What follows belongs to an exercise in optimizing a design on an open flow for small area, a short achievable clock period and few clock cycles; a production flow would make more cautious choices.
The RTL was checked by simulation tests, not by an equivalence proof against the original design.
No activity file was given, so power comes from the tool's default toggle rates.

==> flow/design.v <==
module sbl_scanner #(
    parameter N_CELLS        = 36,
    parameter FLASH1_PERIOD  = 3,
    parameter FLASH2_PERIOD  = 1,
    parameter HOLD_THRESHOLD = 10,
    parameter SPI_MODE       = 0,
    parameter NB             = (N_CELLS + 7) / 8
) (
    input  wire            clk,
    input  wire            rst,
    input  wire            cmd_valid,
    output wire            cmd_ready,
    input  wire [63:0]     cmd_data,
    output reg             rsp_valid,
    input  wire            rsp_ready,
    output reg  [63:0]     rsp_data,
    output wire            xfer_req,
    output wire [NB*8-1:0] xfer_out,
    input  wire            xfer_ack,
    input  wire            xfer_ok,
    input  wire [NB*8-1:0] xfer_in,
    input  wire [7:0]      xfer_reason
);
    localparam PW = (N_CELLS > 1) ? $clog2(N_CELLS) : 1;
    localparam CFG_FAULT = (SPI_MODE < 0) || (SPI_MODE > 3) ||
                           (N_CELLS < 1) || (N_CELLS > 32767) ||
                           (FLASH1_PERIOD < 1) || (FLASH2_PERIOD < 1) ||
                           (HOLD_THRESHOLD < 0) || (HOLD_THRESHOLD > 65534);
    localparam [3:0] K_DONE = 4'h0, K_SNAP = 4'h1, K_EIDX = 4'h8,
                     K_EXFR = 4'h9, K_ECFG = 4'hA, K_EILL = 4'hB;
    localparam [2:0] S_IDLE = 3'd0, S_RESP = 3'd1, S_XFER = 3'd2,
                     S_DEC  = 3'd3, S_DONE = 3'd4;
    reg [2*N_CELLS-1:0]  st;      
    reg [N_CELLS-1:0]    lamp;    
    reg [N_CELLS-1:0]    tgl;     
    reg [N_CELLS-1:0]    nch;     
    reg [N_CELLS-1:0]    nho;     
    reg [N_CELLS-1:0]    hep;     
    reg [N_CELLS-1:0]    lsp;     
    reg [16*N_CELLS-1:0] cnt;     
    reg        cfg_fault;
    reg [31:0] sc;                
    reg [2:0]  state;
    reg [63:0] rsp_reg;           
    reg [N_CELLS-1:0] rx;         
    reg [PW-1:0] p;               
    reg          chg_sent;        
    reg [15:0]   k;               
    wire [NB*8-1:0] tx = {{(NB*8-N_CELLS){1'b0}}, lamp};
    genvar gj, gk;
    generate
        for (gj = 0; gj < NB; gj = gj + 1) begin : g_rev
            for (gk = 0; gk < 8; gk = gk + 1) begin : g_bit
                assign xfer_out[8*gj + 7 - gk] = tx[8*gj + gk];
            end
        end
    endgenerate
    wire [NB*8-1:0] rx_bytes;
    generate
        for (gj = 0; gj < NB; gj = gj + 1) begin : g_unrev
            for (gk = 0; gk < 8; gk = gk + 1) begin : g_bit
                assign rx_bytes[8*gj + gk] = xfer_in[8*gj + 7 - gk];
            end
        end
    endgenerate
    assign xfer_req  = (state == S_XFER);
    assign cmd_ready = (state == S_IDLE);
    wire [3:0]  opc    = cmd_data[3:0];
    wire [7:0]  c_cb   = cmd_data[15:8];
    wire [15:0] c_pos  = cmd_data[31:16];
    wire [15:0] c_cnt  = cmd_data[47:32];
    wire        rsv_bad = (cmd_data[7:4] != 4'd0) || (cmd_data[63:48] != 16'd0);
    wire is_set = !rsv_bad && (opc == 4'h1);
    wire is_get = !rsv_bad && (opc == 4'h2) && (c_cb == 8'd0) && (c_cnt == 16'd0);
    wire is_run = !rsv_bad && (opc == 4'h3) && (cmd_data[47:8] == 40'd0);
    wire pos_ok = (c_pos < N_CELLS);
    reg [7:0]  g_cb;
    reg [15:0] g_cnt;
    integer i;
    always @(*) begin
        g_cb  = 8'd0;
        g_cnt = 16'd0;
        for (i = 0; i < N_CELLS; i = i + 1) begin
            if (c_pos == i) begin
                g_cb  = {lsp[i], hep[i], nho[i], nch[i], tgl[i], lamp[i], st[2*i +: 2]};
                g_cnt = cnt[16*i +: 16];
            end
        end
    end
    wire flash1_tog = ((sc % FLASH1_PERIOD) == 0);
    wire flash2_tog = ((sc % FLASH2_PERIOD) == 0);
    reg [1:0]  d_st;
    reg        d_lamp, d_tgl, d_nch, d_nho, d_hep, d_lsp, d_sample;
    reg [15:0] d_cnt;
    always @(*) begin
        d_st = 2'd0; d_lamp = 1'b0; d_tgl = 1'b0; d_nch = 1'b0; d_nho = 1'b0;
        d_hep = 1'b0; d_lsp = 1'b0; d_cnt = 16'd0; d_sample = 1'b1;
        for (i = 0; i < N_CELLS; i = i + 1) begin
            if (p == i) begin
                d_st     = st[2*i +: 2];
                d_lamp   = lamp[i];
                d_tgl    = tgl[i];
                d_nch    = nch[i];
                d_nho    = nho[i];
                d_hep    = hep[i];
                d_lsp    = lsp[i];
                d_cnt    = cnt[16*i +: 16];
                d_sample = rx[i];
            end
        end
    end
    wire        pressed  = ~d_sample;
    wire        is_down  = pressed & ~d_lsp;
    wire        is_up    = ~pressed & d_lsp;
    wire [15:0] new_cnt  = !pressed ? 16'd0 :
                           (d_cnt == 16'hFFFF) ? 16'hFFFF : d_cnt + 16'd1;
    wire        is_hold  = (new_cnt > HOLD_THRESHOLD);
    wire        chg_ev   = d_nch & (is_down | is_up);
    wire        hold_ev  = d_nho & is_hold;
    wire [1:0]  new_st   = (d_tgl & is_down) ? ((d_st == 2'd0) ? 2'd1 : 2'd0) : d_st;
    wire        new_hep  = hold_ev ? 1'b1 : (chg_ev ? 1'b0 : d_hep);
    wire [15:0] p16 = p;
    wire [63:0] snap_chg  = {16'd0, new_cnt, p16,
                             d_lsp, 1'b0, d_nho, d_nch, d_tgl, d_lamp, d_st, 4'd0, K_SNAP};
    wire [63:0] snap_hold = {16'd0, new_cnt, p16,
                             d_lsp, 1'b1, d_nho, d_nch, d_tgl, d_lamp, d_st, 4'd0, K_SNAP};
    wire dec_send_chg  = chg_ev & ~chg_sent;
    wire dec_send_hold = ~dec_send_chg & hold_ev;
    wire dec_commit    = dec_send_chg ? 1'b0 : (dec_send_hold ? rsp_ready : 1'b1);
    always @(*) begin
        rsp_valid = 1'b0;
        rsp_data  = 64'd0;
        case (state)
            S_RESP: begin
                rsp_valid = 1'b1;
                rsp_data  = rsp_reg;
            end
            S_DEC: begin
                if (dec_send_chg) begin
                    rsp_valid = 1'b1;
                    rsp_data  = snap_chg;
                end else if (dec_send_hold) begin
                    rsp_valid = 1'b1;
                    rsp_data  = snap_hold;
                end
            end
            S_DONE: begin
                rsp_valid = 1'b1;
                rsp_data  = {sc, k, 8'd0, 4'd0, K_DONE};
            end
            default: ;
        endcase
    end
    always @(posedge clk) begin
        if (rst) begin
            st        <= {2*N_CELLS{1'b0}};
            lamp      <= {N_CELLS{1'b0}};
            tgl       <= {N_CELLS{1'b0}};
            nch       <= {N_CELLS{1'b0}};
            nho       <= {N_CELLS{1'b0}};
            hep       <= {N_CELLS{1'b0}};
            lsp       <= {N_CELLS{1'b0}};
            cnt       <= {16*N_CELLS{1'b0}};
            cfg_fault <= CFG_FAULT;
            sc        <= 32'd0;
            state     <= S_IDLE;
            rsp_reg   <= 64'd0;
            rx        <= {N_CELLS{1'b0}};
            p         <= {PW{1'b0}};
            chg_sent  <= 1'b0;
            k         <= 16'd0;
        end else begin
            case (state)
                S_IDLE: begin
                    if (cmd_valid) begin
                        state <= S_RESP;
                        if (cfg_fault) begin
                            rsp_reg <= {60'd0, K_ECFG};
                        end else if (is_set) begin
                            if (!pos_ok) begin
                                rsp_reg <= {32'd0, c_pos, 12'd0, K_EIDX};
                            end else begin
                                for (i = 0; i < N_CELLS; i = i + 1) begin
                                    if (c_pos == i) begin
                                        st[2*i +: 2]   <= c_cb[1:0];
                                        tgl[i]         <= c_cb[3];
                                        nch[i]         <= c_cb[4];
                                        nho[i]         <= c_cb[5];
                                        hep[i]         <= c_cb[6];
                                        lsp[i]         <= c_cb[7];
                                        cnt[16*i +: 16] <= c_cnt;
                                    end
                                end
                                rsp_reg <= {60'd0, K_DONE};
                            end
                        end else if (is_get) begin
                            if (!pos_ok)
                                rsp_reg <= {32'd0, c_pos, 12'd0, K_EIDX};
                            else
                                rsp_reg <= {16'd0, g_cnt, c_pos, g_cb, 4'd0, K_SNAP};
                        end else if (is_run) begin
                            for (i = 0; i < N_CELLS; i = i + 1) begin
                                case (st[2*i +: 2])
                                    2'd0: lamp[i] <= 1'b0;
                                    2'd1: lamp[i] <= 1'b1;
                                    2'd2: lamp[i] <= lamp[i] ^ flash1_tog;
                                    2'd3: lamp[i] <= lamp[i] ^ flash2_tog;
                                endcase
                            end
                            state <= S_XFER;
                        end else begin
                            rsp_reg <= {60'd0, K_EILL};
                        end
                    end
                end
                S_RESP: begin
                    if (rsp_ready)
                        state <= S_IDLE;
                end
                S_XFER: begin
                    if (xfer_ack) begin
                        if (xfer_ok) begin
                            rx       <= rx_bytes[N_CELLS-1:0];
                            p        <= {PW{1'b0}};
                            chg_sent <= 1'b0;
                            k        <= 16'd0;
                            state    <= S_DEC;
                        end else begin
                            rsp_reg <= {48'd0, xfer_reason, 4'd0, K_EXFR};
                            state   <= S_RESP;
                        end
                    end
                end
                S_DEC: begin
                    if (dec_send_chg && rsp_ready) begin
                        chg_sent <= 1'b1;
                        k        <= k + 16'd1;
                    end
                    if (dec_send_hold && rsp_ready)
                        k <= k + 16'd1;
                    if (dec_commit) begin
                        for (i = 0; i < N_CELLS; i = i + 1) begin
                            if (p == i) begin
                                cnt[16*i +: 16] <= new_cnt;
                                hep[i]          <= new_hep;
                                st[2*i +: 2]    <= new_st;
                                lsp[i]          <= pressed;
                            end
                        end
                        chg_sent <= 1'b0;
                        if (p == N_CELLS - 1)
                            state <= S_DONE;
                        else
                            p <= p + 1'b1;
                    end
                end
                S_DONE: begin
                    if (rsp_ready) begin
                        sc    <= sc + 32'd1;
                        state <= S_IDLE;
                    end
                end
                default: state <= S_IDLE;
            endcase
        end
    end
endmodule
==> flow/run.sh <==
#!/bin/bash
# synth_recipe.tcl (not shown) runs the flow's synth.tcl, then flattens the netlist and writes it again
# the make line also repeats each setting of config.mk as NAME=value (left out here)
make -C /OpenROAD-flow-scripts/flow DESIGN_CONFIG=/design/flow/config.mk WORK_HOME=/design/flow/orfs CLKGATE_MAP_FILE= SYNTH_SCRIPT=/design/flow/synth_recipe.tcl finish
==> flow/config.mk <==
export PLATFORM = sky130hd
export DESIGN_NAME = sbl_scanner
export DESIGN_NICKNAME = sbl_scanner
export VERILOG_FILES = /design/flow/design.v
export SDC_FILE = /design/flow/constraint.sdc
export NUM_CORES = 4
export LEC_CHECK = 0
export CAP_MARGIN = 20
export CORE_MARGIN = 2
export CORE_UTILIZATION = 30
export PLACE_DENSITY = 0.45
export SLEW_MARGIN = 20
==> flow/constraint.sdc <==
create_clock -name core_clock -period 12.0 [get_ports {clk}]
set_input_delay 2.4000 -clock core_clock [delete_from_list [all_inputs] [get_ports {clk}]]
set_output_delay 2.4000 -clock core_clock [all_outputs]
set_load 0.01 [all_outputs]
==> flow_metrics.tcl <==
set metrics [dict create \
    max-slew-margin-rel 0.1791 \
    grt_usage 0.2980 \
    syn_area_per_cell_um2 7.829 \
    min_delay_path_depth 2 \
    gp_congestion 0.9754 \
    synthFlopType "dfxtp_1" \
    pin_count 225 \
    grt_pass1_vias 54403 \
    seq_area_frac_synth 0.3661 \
    slew_violations 0 \
    grt_use_met1 0.4072 \
    required_ns 9.60 \
    cts_tree "yes" \
    status "timing/DRC/antenna clean" \
    min-delay-start "rsp_reg[22]$_SDFFE_PP0P_" \
    synth-edff-count 0 \
    min_to "rsp_reg[22]$_SDFFE_PP0P_" \
    path_class "reg2out" \
    insertion_delay_ns 0.80 \
    leakagePower_nw 21.00 \
    grt_overflow 0 \
    layout_min_cycle_time_ns 11.67 \
    antenna_found_initial 10 \
    grt_start_max_net_pins 183 \
    r2r_slack_ns 2.63 \
    synth_area_leaders "dfxtp_1 (37%), a211oi_1 (9.2%), nor2_1 (7.9%)" \
    cts_hold_buf 0 \
    route.detailed.drc 0 \
    yosysMostFrequentCell "nor2_1" \
    synth_top_area_frac 0.3661 \
    core_mm2 0.1809 \
    setup_viol 0 \
    peakVddDrop_uv 131.7 \
    ant_nets 0 \
    cp.arrival_ns 9.27 \
    wl_per_cell_um 30.75 \
    hold_viol_final 0 \
    critPathMaxStageDelay_ns 0.72 \
    syn_to_final_growth_pct 17.56 \
    intPower_mw 5.633 \
    startpoint "p[1]$_SDFFE_PP0P_" \
    clkTransAtPathRegs_ns 0.06 \
    cpMaxStageDelayCell "o41ai_1" \
    busiest_layer "met2" \
    synth_top_area_cell "dfxtp_1" \
    largest_reg_flops 576 \
    switching_share 0.2535 \
    fin_worst_skew_ns 0.06841 \
    reg2reg_to "lamp[4]$_SDFFE_PP0P_" \
    wl_mm 289.2 \
    drtIter0Drc 7596 \
    grtUsageMet2 0.4523 \
    vias 58769 \
    ys_async_sr_fraction 0 \
    yosys-top-cells-count "nor2_1 (1,159), dfxtp_1 (1,001), a211oi_1 (670), nand2_1 (629), clkbuf_1 (559)" \
    drtPass1Iterations 12 \
    fp.dieW_um 431.2 \
    rows 156 \
    holdCritPathClass "reg2reg" \
    die_y_um 431.2 \
    use_met3 0.04673 \
    synthDistinctLibCells 122 \
    sequentialPowerShare 0.445 \
    worst_setup_path_end_kind "output pin" \
    cts-htree-levels 3 \
    fin_crit_sh 0.9723 \
    drive_above_1_share 0.1079 \
    root_buffer "clkbuf_16" \
    synth-seq-cells 1001 \
    synth_warnings 1 \
    cap_violations 0 \
    port_buffers 211 \
    power_frac_clock 0.508 \
    clock-sinks 1001 \
    finalNonFillerCells 9404 \
    start_util 0.3026 \
    cts_buffers 121 \
    critPathMaxFanout 11 \
    clk_path_buf_depth 3 \
    dieArea_mm2 0.1859 \
    startpoint_type "flop" \
    power.density_mw_per_mm2 117.3 \
    p_sw_mw 1.913 \
    nNetsFinal 7055 \
    comb_power_share 0.046 \
    rr_worst_depth 31 \
    worstMarginPinSlew_ns 1.225 \
    finalPower_mw 7.546 \
    syn_area_mm2 0.05474 \
    dp.cells 9170 \
    syn_inst 6992 \
    vias_per_cell 6.249 \
    dp_hpwl_mm 207.9 \
    grt_pass1_wl_mm 408.1 \
    r2r_start "sc[27]$_SDFFE_PP0P_" \
    clock.fmax_mhz 85.71 \
]
power by group through the flow:
| stage | Clock (mW) | Combinational [mW] | Sequential [mW] |
|---|---|---|---|
| after floorplan | 0 | 0.182 | 3.43 |
| after CTS | 3.88 | 0.345 | 3.36 |
| after detailed placement | 0 | 0.344 | 3.43 |
| after global placement | 0 | 0.342 | 3.43 |
| after global routing | 4.00 | 0.365 | 3.36 |
| final | 3.83 | 0.350 | 3.36 |
layout by cell type, fill, tap and decap left out, types with 27 or more instances in the layout:
cell / instances
buf_4: 295
nor4b_1: 75
dfxtp_1: 1000
o22ai_1: 88
nand3_1: 248
nand2_1: 628
o211ai_2: 31
clkbuf_1: 31
o211ai_1: 120
clkdlybuf4s50_1: 205
inv_1: 55
nor2b_1: 56
or3_1: 31
a22oi_1: 235
xnor2_1: 36
a222oi_1: 61
nand4_1: 59
clkbuf_16: 121
nand2b_1: 27
nor4_1: 37
a31oi_1: 52
nor3_1: 67
and2_1: 56
a221oi_1: 148
o31ai_1: 27
a311oi_1: 34
nand3b_1: 46
and3b_1: 36
a21oi_1: 353
a221o_1: 50
nor2_1: 1098
a22o_1: 59
o21ai_0: 196
o221ai_1: 33
a211oi_1: 669
nor2_2: 37
mux2i_1: 133
metal layers:
metal | share of wire | wire, um | vias to the layer above
li1 | - | - | 26145
met1 | 0.43 | 123300 | 28998
met2 | 0.43 | 125400 | 3020
met3 | 0.082 | 23810 | 606
met4 | 0.058 | 16680 | 0
met5 | 0 | 0 | -
worst max-delay path: cells and delay by family (launching register included):
family          cells  cell delay [ns]
compound gates     17             4.50
simple gates        6             1.61
buf+inv             6             1.35
flops               1             0.64
fa+ha+maj           1             0.31
cell type report:
cell class,instances,area (um^2)
diodes,6,15.01
clock buffers,177,3488
clock inverters,49,600.6
fillers,19108,116600
inverters,57,214.0
multi-input cells,5231,32560
flip-flops and latches,1001,20040
well taps,2370,2965
repair buffers,513,4469
how the worst max path moves through the flow:
stage / to / slack [ns] / cells after the start
6_report: rsp_data[47] / 0.33 / 30
5_1_grt: rsp_data[40] / -0.006 / 35
4_1_cts: rsp_data[47] / 0.02 / 30
3_5_place_dp: rsp_data[47] / 0.57 / 30
3_3_place_gp: rsp_data[19] / 0.60 / 29
2_1_floorplan: rsp_data[32] / 3.22 / 38
cells by family (layout without fill, tap and decap cells):
group,count (synthesis),in the layout,synth area share
xor+xnor,52,52,0.008319
mux,160,160,0.03083
simple gates,2646,2646,0.2220
fa+ha+maj,12,12,0.002743
buf+inv,768,796,0.05561
other cells,1,15,0.00006850
flops,1001,1001,0.3661
compound gates,2352,2352,0.3144
stage by stage:
| stage | setup slack [ns] | util | hold WS (ns) | instance area [um^2] | TNS (ns) |
|---|---|---|---|---|---|
| after detailed placement | 0.5687 | 0.3324 | 0.4485 | 60150 | 0 |
| after global placement | 0.6032 | 0.3323 | 0.4409 | 60130 | 0 |
| after global routing | -0.005749 | 0.3556 | 0.4735 | 64340 | -0.005749 |
| final | 0.3322 | 0.3557 | 0.4540 | 64350 | 0 |
| after floorplan | 3.225 | - | 0.4322 | 54770 | 0 |
| after CTS | 0.02045 | 0.3551 | 0.4552 | 64250 | 0 |
what timing repair did:
item | 4_1_cts | 5_1_grt
gates cloned | 0 | 0
buffers inserted | 0 | 1
endpoints found under the setup margin | 20 | 30
pin swaps | 0 | 2
endpoints found under the hold margin | 0 | 0
gates resized for setup | 4 | 11
Testbench counts, summed over its fixed seeds: cycles 82,859.

==> separate check: timing with driven ports <==
How much do the figures lean on ideal ports? The routed layout below was timed once more, with nothing changed but the port constraints.
Step 1, drivers: a clkbuf_16 drives clk and a buf_2 each remaining input, both assumed.
Step 2 times the ports against the registers' clock, not the clock port: input delays grow and output delays shrink by t, the midpoint of the rising clock arrivals with the driver on.
a / b / c = ideal / step 1 / step 2; a / b = the first two.
t (ns): 0.852
slack for setup (ns): 0.332 / 0.250 / 1.102
hold slack, ns: 0.454 / 0.454 / 0.454
After both steps setup and hold are still met in this run. The setup slack of this run moves by -0.082 ns with the drivers and by +0.770 ns with both steps.
